Source: an optimization exercise on an open RTL-to-GDS flow (aim: small area, a short achievable clock period and few clock cycles per item). Production flows keep margins and buffers that such runs may drop.
Only simulation tests tie the RTL to the original design; equivalence was not proved.
Power figures rest on the tool's default switching activity, not on a simulated workload.

File: config.mk
export PLATFORM = sky130hd
export DESIGN_NAME = det_classifier
export DESIGN_NICKNAME = det_classifier
export VERILOG_FILES = /design/flow/design.v
export SDC_FILE = /design/flow/constraint.sdc
export NUM_CORES = 4
export LEC_CHECK = 0
export CAP_MARGIN = 40
export CELL_PAD_IN_SITES_DETAIL_PLACEMENT = 1
export CELL_PAD_IN_SITES_GLOBAL_PLACEMENT = 2
export CORE_MARGIN = 2
export CORE_UTILIZATION = 25
export PLACE_DENSITY = 0.35
export SETUP_SLACK_MARGIN = 4
export SLEW_MARGIN = 30
export SYNTH_HIERARCHICAL = 1
export SYNTH_MINIMUM_KEEP_SIZE = 0
File: constraint.sdc
create_clock -name core_clock -period 12.0 [get_ports {clk}]
set_input_delay 2.4000 -clock core_clock [delete_from_list [all_inputs] [get_ports {clk}]]
set_output_delay 2.4000 -clock core_clock [all_outputs]
set_load 0.01 [all_outputs]
File: design.v
module cmp_leaf2 (
    input  wire [1:0] a,
    input  wire [1:0] nb,
    output wire       g,
    output wire       h
);
    wire ng1 = ~(a[1] & nb[1]);
    wire nh1 = ~(a[1] | nb[1]);
    wire ng0 = ~(a[0] & nb[0]);
    wire nh0 = ~(a[0] | nb[0]);
    assign g = ~(ng1 & (nh1 | ng0));
    assign h = ~(ng1 & (nh1 | nh0));
endmodule
module cmp_leaf1 (
    input  wire a,
    input  wire nb,
    output wire g,
    output wire h
);
    assign g = a & nb;
    assign h = a | nb;
endmodule
module cmp_node4 (
    input  wire [3:0] g,
    input  wire [3:0] h,
    output wire       go,
    output wire       ho
);
    wire ng0 = ~(g[1] | (h[1] & g[0]));
    wire nh0 = ~(g[1] | (h[1] & h[0]));
    wire ng1 = ~(g[3] | (h[3] & g[2]));
    wire nh1 = ~(g[3] | (h[3] & h[2]));
    assign go = ~(ng1 & (nh1 | ng0));
    assign ho = ~(ng1 & (nh1 | nh0));
endmodule
module cmp_node2n (
    input  wire [1:0] g,
    input  wire [1:0] h,
    output wire       ngo,
    output wire       nho
);
    assign ngo = ~(g[1] | (h[1] & g[0]));
    assign nho = ~(g[1] | (h[1] & h[0]));
endmodule
module mag_cmp (
    input  wire [62:0] a,
    input  wire [62:0] nb,
    output wire        ngt,
    output wire        nge
);
    wire [31:0] g1, h1;
    wire [7:0]  g2, h2;
    wire [1:0]  g3, h3;
    genvar k;
    generate
        for (k = 0; k < 31; k = k + 1) begin : g_l
            cmp_leaf2 u (.a(a[2*k+1:2*k]), .nb(nb[2*k+1:2*k]), .g(g1[k]), .h(h1[k]));
        end
        cmp_leaf1 u_top (.a(a[62]), .nb(nb[62]), .g(g1[31]), .h(h1[31]));
        for (k = 0; k < 8; k = k + 1) begin : g_n2
            cmp_node4 u (.g(g1[4*k+3:4*k]), .h(h1[4*k+3:4*k]), .go(g2[k]), .ho(h2[k]));
        end
        for (k = 0; k < 2; k = k + 1) begin : g_n3
            cmp_node4 u (.g(g2[4*k+3:4*k]), .h(h2[4*k+3:4*k]), .go(g3[k]), .ho(h3[k]));
        end
    endgenerate
    cmp_node2n u_fin (.g(g3), .h(h3), .ngo(ngt), .nho(nge));
endmodule
module det_classifier (
    input  wire         clk,
    input  wire         rst,
    input  wire         in_valid,
    output wire         in_ready,
    input  wire [639:0] in_power,
    output reg          out_valid,
    output reg          out_hit,
    output reg  [3:0]   out_channel,
    output reg  [63:0]  out_max,
    output reg  [63:0]  out_lmed
);
    localparam N = 10;
    assign in_ready = 1'b1;
    wire [63:0]  p [0:N-1];
    wire [62:0]  np [0:N-1];
    wire [N-1:0] nan, zero;
    genvar g, h;
    generate
        for (g = 0; g < N; g = g + 1) begin : g_in
            assign p[g]    = in_power[64*g +: 64];
            assign np[g]   = ~in_power[64*g +: 63];
            assign nan[g]  = (p[g][62:52] == 11'h7ff) && (p[g][51:0] != 52'd0);
            assign zero[g] = (p[g][62:0] == 63'd0);
        end
    endgenerate
    wire gt [0:N-1][0:N-1];
    generate
        for (g = 0; g < N; g = g + 1) begin : g_row
            assign gt[g][g] = 1'b0;
            for (h = g + 1; h < N; h = h + 1) begin : g_col
                wire nmgt, nmge;
                mag_cmp u_cmp (.a(p[g][62:0]), .nb(np[h]), .ngt(nmgt), .nge(nmge));
                wire mgt = ~nmgt, mge = ~nmge;
                wire ok = !nan[g] && !nan[h] && !(zero[g] && zero[h]);
                wire sg = p[g][63], sh = p[h][63];
                assign gt[g][h] = ok && (sg != sh ? sh : (sg ? !mge : mgt));
                assign gt[h][g] = ok && (sg != sh ? sg : (sg ? mgt : !mge));
            end
        end
    endgenerate
    reg clr [0:N-1][0:N-1];
    integer a, b;
    always @* begin
        for (a = 0; a < N; a = a + 1)
            for (b = 0; b < N; b = b + 1)
                clr[a][b] = 1'b0;
        for (a = 0; a < N; a = a + 1) begin
            if (a + 1 < N) clr[a][a+1] = 1'b1;
            for (b = a + 2; b < N; b = b + 1)
                clr[a][b] = clr[a][b-1] && !nan[b-1];
        end
    end
    reg bef [0:N-1][0:N-1];
    always @* begin
        for (a = 0; a < N; a = a + 1)
            for (b = 0; b < N; b = b + 1)
                if (b < a)      bef[a][b] = !(clr[b][a] && gt[b][a]);
                else if (b > a) bef[a][b] = clr[a][b] && gt[a][b];
                else            bef[a][b] = 1'b0;
    end
    reg [N-1:0] sel4, sel9;
    reg [8:0]   v;
    reg [4:0]   c1;             
    reg [5:0]   c2;             
    integer     k9, q;
    always @* begin
        for (a = 0; a < N; a = a + 1) begin
            k9 = 0;
            for (b = 0; b < N; b = b + 1)
                if (b != a) begin
                    v[k9] = bef[a][b];
                    k9 = k9 + 1;
                end
            c1 = 5'b00001;
            for (q = 0; q < 4; q = q + 1)
                c1 = v[q] ? {c1[3:0], 1'b0} : c1;
            c2 = 6'b000001;
            for (q = 4; q < 9; q = q + 1)
                c2 = v[q] ? {c2[4:0], 1'b0} : c2;
            sel4[a] = (c1[0] & c2[4]) | (c1[1] & c2[3]) | (c1[2] & c2[2]) |
                      (c1[3] & c2[1]) | (c1[4] & c2[0]);
            sel9[a] = &v;
        end
    end
    reg [63:0] lmed, mx;
    always @* begin
        lmed = 64'd0;
        mx   = 64'd0;
        for (a = 0; a < N; a = a + 1) begin
            lmed = lmed | ({64{sel4[a]}} & p[a]);
            mx   = mx   | ({64{sel9[a]}} & p[a]);
        end
    end
    reg [N-1:0] match;
    reg [3:0]   credit;
    always @* begin
        for (a = 0; a < N; a = a + 1) begin
            match[a] = 1'b0;
            for (b = 0; b < N; b = b + 1)
                if (sel9[b]) begin
                    if (b == a) match[a] = match[a] | !nan[a];
                    else match[a] = match[a] | (!nan[a] && !nan[b] &&
                                                !gt[a][b] && !gt[b][a]);
                end
        end
        credit = 4'd0;
        for (a = N - 1; a >= 0; a = a - 1)
            if (match[a]) credit = a[3:0];
    end
    reg [3:0] credit_q;
    always @(posedge clk) begin
        if (rst) out_valid <= 1'b0;
        else     out_valid <= in_valid;
        out_max  <= mx;
        out_lmed <= lmed;
        credit_q <= credit;
    end
    wire        sl  = out_lmed[63];
    wire [10:0] el  = out_lmed[62:52];
    wire        lsub = (el == 11'd0);
    wire [52:0] ml  = {!lsub, out_lmed[51:0]};
    wire [55:0] pr  = {3'd0, ml} + {1'b0, ml, 2'b00};      
    wire        ge55 = ml >= 53'h1999999999999a;
    wire        ge54 = ml >= 53'h0ccccccccccccd;
    wire        ge53 = ml >= 53'h06666666666667;
    wire [11:0] el2  = {1'b0, el} + 12'd2;
    wire [11:0] el3  = {1'b0, el} + 12'd3;
    reg  [51:0] tq;
    reg  [11:0] tf;
    reg         guard, sticky, lsb;
    always @* begin
        if (ge55) begin
            tq = pr[54:3]; guard = pr[2]; sticky = |pr[1:0]; lsb = pr[3];
            tf = lsub ? 12'd4 : el3;
        end else if (ge54) begin
            tq = pr[53:2]; guard = pr[1]; sticky = pr[0];    lsb = pr[2];
            tf = lsub ? 12'd3 : el2;
        end else if (ge53) begin
            tq = pr[52:1]; guard = pr[0]; sticky = 1'b0;     lsb = pr[1];
            tf = 12'd2;
        end else begin
            tq = pr[51:0]; guard = 1'b0;  sticky = 1'b0;     lsb = pr[0];
            tf = {11'd0, pr[52]};
        end
    end
    wire        rnd  = guard & (sticky | lsb);
    wire [63:0] tpat = {tf, tq};
    wire        ovf  = (tf >= 12'h7ff);                      
    wire [63:0] mpat = {1'b0, out_max[62:0]};
    wire [63:0] mdec = mpat - 64'd1;
    wire ng0, nge0;
    mag_cmp u_hit (.a(mpat[62:0]), .nb(~tpat[62:0]), .ngt(ng0), .nge(nge0));
    wire g0  = ng0 == 1'b0;                        
    wire eq0 = ng0 && !nge0;                       
    wire eq1 = (mdec == tpat);                     
    wire mag_gt = ovf ? 1'b0 : (rnd ? (g0 & !eq1) : g0);
    wire mag_eq = ovf ? (out_max[62:52] == 11'h7ff) : (rnd ? eq1 : eq0);
    wire m_nan  = (out_max[62:52] == 11'h7ff) && (out_max[51:0] != 52'd0);
    wire l_nan  = (el == 11'h7ff) && (out_lmed[51:0] != 52'd0);
    wire both_0 = (out_max[62:0] == 63'd0) && (out_lmed[62:0] == 63'd0);
    always @* begin
        if (m_nan || l_nan || both_0)
            out_hit = 1'b0;
        else if (out_max[63] != sl)
            out_hit = sl;
        else if (!out_max[63])
            out_hit = mag_gt;
        else
            out_hit = !mag_gt && !mag_eq;
        out_channel = out_hit ? credit_q : 4'd0;
    end
endmodule
File: run.sh
#!/bin/bash
# synth_recipe.tcl (not shown) runs the flow's synth.tcl, then flattens the netlist and writes it again
# the make line also repeats each setting of config.mk as NAME=value (left out here)
make -C /OpenROAD-flow-scripts/flow DESIGN_CONFIG=/design/flow/config.mk WORK_HOME=/design/flow/orfs CLKGATE_MAP_FILE= SYNTH_SCRIPT=/design/flow/synth_recipe.tcl finish
==> results.sh, run 1 <==
export IMPL_synth_distinct_cells=108
export IMPL_netSwitchingPower_w=0.0101
export IMPL_dr_total_vias=152216
export IMPL_p_int_w=0.00530
export IMPL_crit_fanout=9
export IMPL_dr_pass1_iters=14
export IMPL_yosys_warnings=11
export IMPL_worstHoldStart="rst"
export IMPL_clk_path_buf_depth=2
export IMPL_final_common_cell="a21oi_1"
export IMPL_powerDensity_nw_per_um2=128
export IMPL_core_area_um2=352000
export IMPL_cts_reportedPaths_clkPinSlew_ps=80
export IMPL_dieArea_um2=358000
export IMPL_cts_buffers=17
export IMPL_maxCapViolations=0
export IMPL_grt_use_met2_pct=66.2
export IMPL_port_buffers=776
export IMPL_min_period_ps=8600
export IMPL_initial_core_util_pct=25.1
export IMPL_switching_share_pct=65.6
export IMPL_comb_power_share_pct=89.4
export IMPL_whs_endpoint="out_valid$_SDFF_PP0_"
export IMPL_drc=0
export IMPL_tightest_slew_ps=1090
export IMPL_grtUsageTotal_pct=44.1
export IMPL_synth_seq_area_share_pct=3.02
export IMPL_crit_type="reg2out"
export IMPL_fin_cells=22565
export IMPL_grt_max_degree=71
export IMPL_final_cell_mix="a21oi_1 (2855), nand2_1 (2106), nor2_1 (1622)"
export IMPL_io_pins=778
export IMPL_avgSynthCellArea_um2=5.57
export IMPL_drt_iter0_markers=18990
export IMPL_hold_viol_final=0
export IMPL_grt_pass1_wl_um=1120000
export IMPL_min_path_type="in2reg"
export IMPL_antenna_found_initial=87
export IMPL_seqCellArea_um2=2770
export IMPL_dp_hpwl_um=641000
export IMPL_end_kind="output pin"
export IMPL_met1_usage_pct=53.2
export IMPL_status="timing/DRC/antenna clean"
export IMPL_first_global_vias=133804
export IMPL_fillers=45898
export IMPL_drt_wl_total_um=842000
export IMPL_clkPwrFrac_pct=4.1
export IMPL_cts_sinks=133
export IMPL_fp_dieH_um=598
export IMPL_cts_root_buf="clkbuf_16"
export IMPL_final_max_slew_viol_count=0
export IMPL_async_flop_share_pct=0
export IMPL_finalSetupTns_ps=0
export IMPL_grt_busiest_layer="met2"
export IMPL_ys_ff_latch=133
export IMPL_row_count=218
export IMPL_setup_viol=0
export IMPL_start_kind="register"
export IMPL_dp_cells=21749
export IMPL_rsz0062_at_grt="true"
export IMPL_leakage_nw=43.6
export IMPL_met3_usage_pct=11.3
export IMPL_die_w_um=598
export IMPL_multi_input_area_um2=87400
export IMPL_gr_total_overflow=0
export IMPL_syn_inst=15825
export IMPL_holdPathStages=2
export IMPL_fin_crit_sh_pct=71.7
export IMPL_syn_nets=16567
export IMPL_ant_nets=0
export IMPL_ys_flop_type="dfxtp_1"
export IMPL_relSlewSlack_pct=27.1
export IMPL_ir_worst_vdd_mv=0.170
export IMPL_cp_required_ps=9600
export IMPL_areaGrowthSynthToFinish_pct=36.3
export IMPL_cts_tree="built"
export IMPL_vias_per_cell=6.75
export IMPL_finalWeightedCongestion=1.11
export IMPL_max_freq_mhz=116
export IMPL_netlist_area_um2=88200
export IMPL_pwr_share_seq_pct=6.4
export IMPL_synth_edff_count=0
export IMPL_final_nets=18614
export IMPL_drive_above_1_share_pct=16.7
export IMPL_arrival_ps=6200
export IMPL_routedWlPerCell_um=37.3
export IMPL_h_tree_depth=4
==> cell families (layout without fill, tap and decap cells) <==
group                    after synthesis  count (layout)  share of synthesized area (%)
multiplexers                          33              33                          0.387
AO/OA/AOI/OAI                       9511            9514                           64.9
other                                  1              61                        0.00425
flip-flops                           133             133                           3.02
XOR/XNOR                             208             208                           2.08
buffers and inverters                911            2964                           3.94
adder cells (fa/ha/maj)               99              99                           1.41
AND/OR/NAND/NOR                     4929            4933                           24.2
==> power by group through the flow <==
stage          clock, W  combinational, W  sequential [W]
6_report       0.000635            0.0138        0.000994
5_1_grt        0.000646            0.0143        0.000969
4_1_cts        0.000639            0.0125        0.000942
3_5_place_dp          0            0.0116        0.000938
3_3_place_gp          0            0.0114        0.000996
2_1_floorplan         0           0.00603        0.000736
==> through the flow <==
stage | total power [W] | util [%] | area [µm²] | setup slack, ps | hold WS (ps)
finish | 0.0154 | 34.2 | 120000 | 3400 | 2340
global route | 0.0159 | 34.1 | 120000 | 3250 | 2340
CTS | 0.0141 | 32.4 | 114000 | 3310 | 2310
detailed placement | 0.0126 | 30.5 | 107000 | 1530 | 2960
global placement | 0.0124 | 30.2 | 106000 | 1150 | 2950
floorplan | 0.00676 | - | 88200 | 4640 | 2470
==> flip-flops by register name, summed over array words and instances (netlist names) <==
name       cells
credit_q       4
out_lmed      64
out_max       64
out_valid      1
==> worst max-delay path by stage <==
stage | from | to | slack, ps
after CTS | out_lmed[2]$_DFF_P_ | out_channel[1] | 3310
after global routing | out_lmed[31]$_DFF_P_ | out_channel[1] | 3250
final | out_lmed[23]$_DFF_P_ | out_channel[2] | 3400
after global placement | in_power[217] | out_lmed[3]$_DFF_P_ | 1150
after floorplan | out_lmed[2]$_DFF_P_ | out_channel[0] | 4640
after detailed placement | in_power[498] | out_lmed[3]$_DFF_P_ | 1530
==> critical path, stage by stage, from the launching register on <==
cell and delay [ps]:
dfxtp_4 500, ha_1 430, a21oi_1 260, o21ai_0 290, a31o_2 350, or3_4 390, o31a_1 380, xnor2_2 170
buf_4 160, o211ai_1 180, buf_4 180, mux2i_4 90, o21ai_0 210, nand2_1 130, a21oi_2 180, o21ai_2 90
a21oi_2 170, o21ai_2 90, a21oi_2 120, nand2b_4 130, a31o_4 170, nand2_2 60, a21o_4 330, buf_6 170
nor3b_2 160, buf_2 160
==> cell type report <==
cell class / count / area share (%)
sequential: 133 / 2.30
timing repair buffer: 2189 / 16.3
inverter: 648 / 2.72
multi-input combinational: 14788 / 72.7
antenna: 60 / 0.125
clock inverter: 13 / 0.0927
clock buffer: 19 / 0.369
timing repair inverter: 95 / 0.556
tap: 4620 / 4.81
==> Yosys cell counts (all sizes together) (20+ instances only) <==
cell	number	area share [%]
and4	20	0.20
nor3b	22	0.19
a21oi	3122	18
nand2	2179	9.3
or3	34	0.24
mux2i	24	0.27
and3	30	0.21
a222oi	195	2.2
nand3b	30	0.26
a22o	74	0.73
a22oi	142	1.2
xnor2	129	1.3
a31oi	1459	10
xor2	78	0.77
or2	65	0.46
ha	98	1.4
or4	23	0.20
a21o	29	0.25
buf	44	0.25
a221oi	135	1.6
o31ai	1447	12
nor3	85	0.50
o22ai	35	0.27
dfxtp	133	3.0
a221o	74	0.84
inv	646	2.7
a211oi	30	0.27
o211ai	51	0.45
nor4	231	1.8
nor2	1649	7.0
clkbuf	219	0.93
and2	143	1.1
o21ai	2503	14
nand3	217	1.2
nand4	140	0.99
==> what timing repair did <==
| action | 4_1_cts | 5_1_grt |
|---|---|---|
| pin swaps | 91 | 139 |
| setup buffers | 310 | 289 |
| hold buffers | 0 | 0 |
| gates resized for setup | 1137 | 839 |
| cloned | 70 | 34 |
| setup endpoints to repair | 137 | 137 |
==> modules after synthesis, one instance, submodules excluded, excerpt <==
module / area [µm²] / cells inside / times used
det_classifier: 29100 / 4325 / 1
cmp_leaf2: 31.3 / 6 / 1426
cmp_node4: 28.8 / 6 / 460
cmp_leaf1: 13.8 / 2 / 46
cmp_node2n: 13.8 / 2 / 46
==> layer usage <==
layer / wire (µm) / share of wire [%] / vias to the layer above
met5: 555 / 0.066 / -
met3: 82000 / 9.7 / 2098
met2: 352000 / 42 / 8243
met1: 325000 / 39 / 75119
li1: - / - / 66714
met4: 81900 / 9.7 / 42
Testbench counts, summed over its fixed seeds: cycles 2,408, items 2,400.
==> run 2: changes to the inputs <==
--- a/design.v
+++ b/design.v
@@ -1 +1,10 @@
+module g_nand2 (input wire a, input wire b, output wire y);
+    assign y = ~(a & b);
+endmodule
+module g_nor2 (input wire a, input wire b, output wire y);
+    assign y = ~(a | b);
+endmodule
+module g_oai21 (input wire a1, input wire a2, input wire b, output wire y);
+    assign y = ~((a1 | a2) & b);
+endmodule
 module cmp_leaf2 (
@@ -6,8 +15,9 @@
 );
-    wire ng1 = ~(a[1] & nb[1]);
-    wire nh1 = ~(a[1] | nb[1]);
-    wire ng0 = ~(a[0] & nb[0]);
-    wire nh0 = ~(a[0] | nb[0]);
-    assign g = ~(ng1 & (nh1 | ng0));
-    assign h = ~(ng1 & (nh1 | nh0));
+    wire ng1, nh1, ng0, nh0;
+    g_nand2 u0 (.a(a[1]), .b(nb[1]), .y(ng1));
+    g_nor2  u1 (.a(a[1]), .b(nb[1]), .y(nh1));
+    g_nand2 u2 (.a(a[0]), .b(nb[0]), .y(ng0));
+    g_nor2  u3 (.a(a[0]), .b(nb[0]), .y(nh0));
+    g_oai21 u4 (.a1(nh1), .a2(ng0), .b(ng1), .y(g));    
+    g_oai21 u5 (.a1(nh1), .a2(nh0), .b(ng1), .y(h));
 endmodule
==> flow/run.sh (new file) <==
#!/bin/bash
# The standard layout (the standard.sh: standard synthesis, ORFS
# floorplan to finish), with the port buffers that global placement adds
# made plain buf_2 cells instead of the clkdlybuf4s50_1 delay cells that
# buffer_ports picks by default (slower and twice the area). Every port still gets its own buffer.
set -euo pipefail
export BUFFER_PORTS_ARGS="-buffer_cell sky130_fd_sc_hd__buf_2"
bash standard.sh finish > standard_flow.log 2>&1
==> standard.sh (new file) <==
#!/bin/bash
# synth_recipe.tcl (not shown) runs the flow's synth.tcl, then flattens the netlist and writes it again
# the make line also repeats each setting of config.mk as NAME=value (left out here)
make -C /OpenROAD-flow-scripts/flow DESIGN_CONFIG=/design/flow/config.mk WORK_HOME=/design/flow/orfs CLKGATE_MAP_FILE= SYNTH_SCRIPT=/design/flow/synth_recipe.tcl "${@:-finish}"
removed: run.sh
==> run 2 against run 1 <==
Effect of this change: non-clock buffer count down 830; largest cell class unchanged; flip-flop and latch count unchanged; final area down 19%; synthesized cell count unchanged; combinational power down about 20%; clock-buffer cell count down 1.
==> results.sh, run 2 <==
export IMPL_final_common_cell="o21ai_1"
export IMPL_synth_top_area_cell="o21ai_1"
export IMPL_synth_distinct_cells=108
export IMPL_tightest_slew_ps=1080
export IMPL_rsz0062_at_grt="true"
export IMPL_fp_dieH_um=567
export IMPL_worst_hold_slack_ps=1950
export IMPL_cts_root_buf="clkbuf_16"
export IMPL_finalWeightedCongestion=1.06
export IMPL_crit_fanout=48
export IMPL_arrival_ps=6090
export IMPL_final_max_slew_viol_count=0
export IMPL_status="timing/DRC/antenna clean"
export IMPL_drt_wl_total_um=756000
export IMPL_async_flop_share_pct=0
export IMPL_routedWlPerCell_um=35.6
export IMPL_end_kind="output pin"
export IMPL_cts_tree="built"
export IMPL_netlist_area_um2=79300
export IMPL_setup_viol=0
export IMPL_cp_required_ps=9600
export IMPL_synth_edff_count=0
export IMPL_relSlewSlack_pct=27.7
export IMPL_ys_flop_type="dfxtp_1"
export IMPL_ir_worst_vdd_mv=0.145
export IMPL_drc=0
export IMPL_dp_cells=20774
export IMPL_gr_total_overflow=0
export IMPL_synthSimpleGateAreaFrac_pct=40.5
export IMPL_row_count=206
export IMPL_holdPathStages=2
export IMPL_hold_viol_final=0
export IMPL_dp_hpwl_um=593000
export IMPL_dieArea_um2=322000
export IMPL_placed_cell_area_um2=90200
export IMPL_antenna_found_initial=113
export IMPL_max_freq_mhz=118
export IMPL_dr_pass1_iters=11
export IMPL_fin_cells=21221
export IMPL_h_tree_depth=4
export IMPL_fillers=43125
export IMPL_areaGrowthSynthToFinish_pct=22.3
export IMPL_synth_fa_ha_area_share_pct=1.57
export IMPL_cts_hold_buf=0
export IMPL_synth_most_common_cell="o21ai_1"
export IMPL_cts_buffers=17
export IMPL_start_kind="register"
export IMPL_initial_core_util_pct=25.2
export IMPL_avgSynthCellArea_um2=5.01
export IMPL_muxShareOfSynthArea_pct=0.431
export IMPL_startpoint="out_lmed[35]$_DFF_P_"
export IMPL_ant_nets=0
export IMPL_grtUsageTotal_pct=44.5
export IMPL_fin_crit_sh_pct=70.8
export IMPL_leakage_nw=38.9
export IMPL_dr_total_vias=133610
export IMPL_min_path_type="in2reg"
export IMPL_grt_pass1_wl_um=1010000
export IMPL_synth_top_family_by_area="compound AO/OA/AOI/OAI gates"
export IMPL_power_w=0.0127
export IMPL_yosys_warnings=11
export IMPL_yosysTopAreaCellShare_pct=23.9
export IMPL_synthXorXnorAreaFrac_pct=2.32
export IMPL_clk_path_buf_depth=2
export IMPL_grt_max_degree=59
export IMPL_drt_iter0_markers=17594
export IMPL_syn_inst=15825
export IMPL_syn_nets=16567
export IMPL_first_global_vias=120879
export IMPL_cts_reportedPaths_clkPinSlew_ps=100
export IMPL_synth_compound_area_share_pct=47.5
export IMPL_maxCapViolations=0
export IMPL_core_area_um2=315000
export IMPL_synth_area_top_cells="o21ai_1 (24%), nand2_1 (17%), nor2_1 (15%)"
export IMPL_top_regs="out_lmed x64, out_max x64, credit_q x4"
export IMPL_vias_per_cell=6.30
export IMPL_final_nets=17685
export IMPL_min_period_ps=8490
export IMPL_synth_seq_area_share_pct=3.36
export IMPL_final_cell_mix="o21ai_1 (3692), nand2_1 (3577), nor2_1 (3054)"
export IMPL_crit_type="reg2out"
export IMPL_drive_above_1_share_pct=13.1
export IMPL_finalSetupTns_ps=0
export IMPL_die_w_um=567
export IMPL_endpoint="out_hit"
export IMPL_design_area_um2=97000
export IMPL_port_buffers=776
export IMPL_synthTopCellsByCount="o21ai_1 (3781), nand2_1 (3605), nor2_1 (3072)"
export IMPL_powerDensity_nw_per_um2=131
export IMPL_io_pins=778
export IMPL_cts_sinks=133
export IMPL_ys_ff_latch=133
## run 2: changes by cell type in the layout (fill, tap and decap cells not counted), moves of 1289 or more
| cell | before | now |
|---|---|---|
| nor2_1 | 1622 | 3054 |
| a31oi_1 | 1450 | 27 |
| o31ai_1 | 1432 | 15 |
| nand2_1 | 2106 | 3577 |
| o21ai_0 | 1540 | 116 |
| o21ai_1 | 784 | 3692 |
| a21oi_1 | 2855 | 1566 |
## run 2: cell families (layout without fill, tap and decap cells)
family                   Yosys count  count (layout)
AND/OR/NAND/NOR                 7781            7781
XOR/XNOR                         208             208
flip-flops                       133             133
buffers and inverters            911            2040
adder cells (fa/ha/maj)           99              99
multiplexers                      33              33
other                              1             106
AO/OA/AOI/OAI                   6659            6661
## run 2: through the flow
stage	util, %	setup slack (ps)
2_1_floorplan	-	4660
3_3_place_gp	28.3	1720
3_5_place_dp	28.6	2390
4_1_cts	29.6	3500
5_1_grt	30.7	3410
6_report	30.8	3510
## run 2: worst min path at each step
stage | startpoint | endpoint | slack (ps)
after floorplan | rst | out_valid$_SDFF_PP0_ | 2470
after global placement | rst | out_valid$_SDFF_PP0_ | 2560
after detailed placement | rst | out_valid$_SDFF_PP0_ | 2560
after CTS | rst | out_valid$_SDFF_PP0_ | 1920
after global routing | rst | out_valid$_SDFF_PP0_ | 1970
final | rst | out_valid$_SDFF_PP0_ | 1950
## run 2: cell type report
cell class,instances,area (µm²),area share (%)
Antenna cell,105,263,0.271
Clock buffer,18,439,0.453
Clock inverter,14,161,0.166
Inverter,648,2850,2.93
Multi-Input combinational cell,14783,76200,78.6
Sequential cell,133,2770,2.86
Tap cell,4160,5200,5.37
Timing Repair Buffer,1359,9040,9.32
Timing Repair inverter,1,7.51,0.00774
## run 2: per-layer routing
metal | wire length (µm) | GRT usage, % | part of all wire, %
met5 | 182 | 0 | 0.024
met4 | 69500 | 34.3 | 9.2
met3 | 78700 | 10.4 | 10
met2 | 303000 | 64.3 | 40
met1 | 305000 | 56.8 | 40
## run 2: report_power, final
group / total, W / switching, W / internal (W)
clock network: 0.000685 / 0.000382 / 0.000303
logic: 0.0111 / 0.00773 / 0.00332
registers: 0.000962 / 0.000418 / 0.000544
total: 0.0127 / 0.00853 / 0.00416
## run 2: timing repair
action	4_1_cts	5_1_grt
pin swaps	61	57
buffers inserted	77	209
endpoints found under the setup margin	135	111
gates resized for setup	436	347
endpoints found under the hold margin	0	0
gates cloned	2	2
## run 2: critical path: stages, from the launching register on
cell and delay [ps]:
dfxtp_1 330, buf_4 350, nand2_1 200, nor4_2 510, nand4_1 150, buf_4 210
a31o_2 340, nand2_8 230, buf_12 300, or3_1 310, a211oi_1 130, a2111oi_0 740
o2111ai_1 270, nor4_1 330, nand4_1 180, nor4b_4 250, buf_6 290, nor2_2 100
buf_2 150
## run 2: modules after synthesis, one instance, submodules excluded, excerpt
module / flip-flops and latches / copies in the design / area (µm²)
det_classifier: 133 / 1 / 29100
cmp_node2n: 0 / 46 / 13.8
g_nand2: 0 / 2852 / 3.75
g_oai21: 0 / 2852 / 5.00
g_nor2: 0 / 2852 / 3.75
cmp_node4: 0 / 460 / 28.8
cmp_leaf1: 0 / 46 / 13.8
Testbench counts of run 2, summed over its fixed seeds: cycles 2,408, items 2,400.
==> run 3: changes to the inputs <==
--- a/config.mk
+++ b/config.mk
@@ -7,3 +7,3 @@
 export LEC_CHECK = 0
-export CAP_MARGIN = 40
+export CAP_MARGIN = 20
 export CELL_PAD_IN_SITES_DETAIL_PLACEMENT = 1
@@ -14,3 +14,3 @@
 export SETUP_SLACK_MARGIN = 4
-export SLEW_MARGIN = 30
+export SLEW_MARGIN = 20
 export SYNTH_HIERARCHICAL = 1
==> run 3 against run 2 <==
Effect of this change: non-clock buffer count shrank 202; combinational power fell by 4%; sequential power grew 3.1%; hold slack worse by 34 ps; critical path type unchanged; highest routed layer unchanged.
==> results.sh, run 3 <==
export IMPL_drt_wl_total_um=760000
export IMPL_dp_hpwl_um=592000
export IMPL_syn_inst=15825
export IMPL_synth_edff_count=0
export IMPL_final_max_slew_viol_count=0
export IMPL_drive_above_1_share_pct=11.9
export IMPL_drc=0
export IMPL_die_w_um=567
export IMPL_fin_cells=21031
export IMPL_arrival_ps=6300
export IMPL_worst_hold_slack_ps=1920
export IMPL_end_kind="output pin"
export IMPL_dr_total_vias=132998
export IMPL_crit_fanout=26
export IMPL_grt_pass1_wl_um=1010000
export IMPL_tightest_slew_ps=1170
export IMPL_initial_core_util_pct=25.2
export IMPL_synth_most_common_cell="o21ai_1"
export IMPL_synthTopCellsByCount="o21ai_1 (3781), nand2_1 (3605), nor2_1 (3072)"
export IMPL_min_period_ps=8700
export IMPL_cts_reportedPaths_clkPinSlew_ps=90
export IMPL_crit_type="reg2out"
export IMPL_core_area_um2=315000
export IMPL_setup_viol=0
export IMPL_hold_viol_final=0
export IMPL_synth_seq_area_share_pct=3.36
export IMPL_io_pins=778
export IMPL_final_common_cell="o21ai_1"
export IMPL_relSlewSlack_pct=21.3
export IMPL_routedWlPerCell_um=36.1
export IMPL_leakage_nw=37.8
export IMPL_ant_nets=0
export IMPL_gr_total_overflow=0
export IMPL_syn_nets=16567
export IMPL_start_kind="register"
export IMPL_synth_top_area_cell="o21ai_1"
export IMPL_finalSetupTns_ps=0
export IMPL_final_nets=17489
export IMPL_async_flop_share_pct=0
export IMPL_rsz0062_at_grt="true"
export IMPL_multi_input_area_um2=76000
export IMPL_netlist_area_um2=79300
export IMPL_yosysTopAreaCellShare_pct=23.9
export IMPL_clk_path_buf_depth=2
export IMPL_status="timing/DRC/antenna clean"
export IMPL_cts_sinks=133
export IMPL_dp_cells=20713
export IMPL_fp_dieH_um=567
export IMPL_finalWeightedCongestion=1.06
export IMPL_dr_pass1_iters=12
export IMPL_synth_distinct_cells=108
export IMPL_dieArea_um2=322000
export IMPL_areaGrowthSynthToFinish_pct=19.5
export IMPL_port_buffers=776
export IMPL_final_cell_mix="o21ai_1 (3694), nand2_1 (3587), nor2_1 (3055)"
export IMPL_ys_ff_latch=133
export IMPL_antenna_found_initial=113
export IMPL_yosys_warnings=11
export IMPL_seqCellArea_um2=2770
export IMPL_avgSynthCellArea_um2=5.01
export IMPL_first_global_vias=120210
export IMPL_maxCapViolations=0
export IMPL_fillers=43151
export IMPL_grtUsageTotal_pct=44.7
export IMPL_fin_crit_sh_pct=72.5
export IMPL_row_count=206
export IMPL_min_path_type="in2reg"
export IMPL_ir_worst_vdd_mv=0.188
export IMPL_drt_iter0_markers=18443
export IMPL_cp_required_ps=9600
export IMPL_vias_per_cell=6.32
export IMPL_ys_flop_type="dfxtp_1"
export IMPL_max_freq_mhz=115
export IMPL_cts_root_buf="clkbuf_16"
export IMPL_cts_tree="built"
export IMPL_grt_max_degree=76
export IMPL_h_tree_depth=4
export IMPL_top_regs="out_lmed x64, out_max x64, credit_q x4"
export IMPL_cts_buffers=17
export IMPL_powerDensity_nw_per_um2=130
export IMPL_synth_area_top_cells="o21ai_1 (24%), nand2_1 (17%), nor2_1 (15%)"
run 3: cell counts after synthesis:
No cell type changed its count.
run 3: final timing paths:
path	startpoint	end	slack, ps	depth (start not counted)
max	out_lmed[4]$_DFF_P_	out_channel[2]	3300	21
min	rst	out_valid$_SDFF_PP0_	1920	2
run 3: cell families after synthesis:
group	synth area share (%)
AOI/OAI and AO/OA	47.5
buffers and inverters	4.39
other	0.00473
muxes	0.431
adders and majority gates	1.57
and+or+nand+nor	40.5
DFF	3.36
xor gates and xnor gates	2.32
run 3: metrics by stage:
step,total power (W),cell area (µm²),utilization (%),setup WS [ps]
global route,0.0127,94700,30.0,3250
CTS,0.0114,92000,29.2,3330
global placement,0.0104,89300,28.3,1720
finish,0.0123,94700,30.1,3300
floorplan,0.00595,79300,-,4660
detailed placement,0.0104,89300,28.3,2200
run 3: report_power, final:
| group | internal, W | switching, W | leakage (nW) | total (W) |
|---|---|---|---|---|
| logic | 0.00308 | 0.00760 | 36.4 | 0.0107 |
| clock network | 0.000281 | 0.000396 | 0.282 | 0.000677 |
| registers | 0.000544 | 0.000448 | 1.08 | 0.000992 |
| total | 0.00390 | 0.00845 | 37.8 | 0.0123 |
run 3: area by class of cell:
class / instances / share of cell area (%)
well taps: 4160 / 5.49
repair buffers: 1157 / 7.48
clock buffers: 18 / 0.464
multi-input cells: 14790 / 80.2
flip-flops and latches: 133 / 2.92
diodes: 111 / 0.293
clock inverters: 14 / 0.145
inverters: 648 / 3.00
run 3: metal layers:
metal | wire length, µm | up-vias | part of all wire (%) | global-route usage, %
met5 | 115 | - | 0.015 | 0
met3 | 79900 | 1609 | 11 | 11.3
met4 | 69100 | 18 | 9.1 | 34.9
li1 | - | 58797 | - | -
met2 | 304000 | 7626 | 40 | 64.0
met1 | 307000 | 64948 | 40 | 56.7
run 3: per-module statistics from Yosys, one instance, submodules excluded, a selection:
module / copies in the design / flops+latches / cells inside
cmp_node2n: 46 / 0 / 2
det_classifier: 1 / 133 / 4325
cmp_leaf1: 46 / 0 / 2
g_nand2: 2852 / 0 / 1
g_oai21: 2852 / 0 / 1
g_nor2: 2852 / 0 / 1
cmp_node4: 460 / 0 / 6
run 3: repair_timing:
action	in CTS	in global routing
hold buffers	0	0
pin swaps	43	59
setup endpoints to repair	137	132
cloned	5	4
resized for setup	363	383
setup buffers	55	111
run 3: worst max-delay path, stage by stage, from the launching register on:
cell	delay [ps]
dfxtp_1	320
buf_6	160
or3_1	430
or4b_1	610
o41ai_4	740
nor2_1	110
buf_4	270
o221ai_1	460
o22ai_2	210
nor2_1	170
o21ai_1	90
a21oi_1	170
o21ai_1	170
a21oi_1	310
o21ai_2	160
a21oi_2	150
nand2b_4	130
a31o_4	150
nand2_2	60
a21o_4	330
nor3b_2	240
buf_2	160

port drivers added, routing unchanged:
The flow's constraints put no driver on any port. The routed layouts listed below were extracted and timed again, unchanged, in two steps. Step 1 assumes that a clkbuf_16 drives the clock port and a buf_2 every other input. Step 2 times the ports against the registers' clock, not the clock port: input delays grow and output delays shrink by t, the midpoint of the rising clock arrivals with the driver on. Slacks: ideal / step 1 / step 2; pairs: ideal / step 1.
run	shift t [ns]	setup slack, ns	worst hold slack (ns)	worst setup path at the end
run 1	0.700	3.402 / 3.300 / 3.130	2.345 / 2.269 / 2.969	input to register
run 2	0.667	3.510 / 3.422 / 3.062	1.954 / 1.893 / 2.560	input to register
run 3	0.706	3.303 / 3.216 / 2.993	1.920 / 1.860 / 2.566	input to register
After both steps every run listed still meets setup and hold. The setup slack of run 2, which loses most, moves by -0.088 ns with the drivers and by -0.448 ns with both steps.
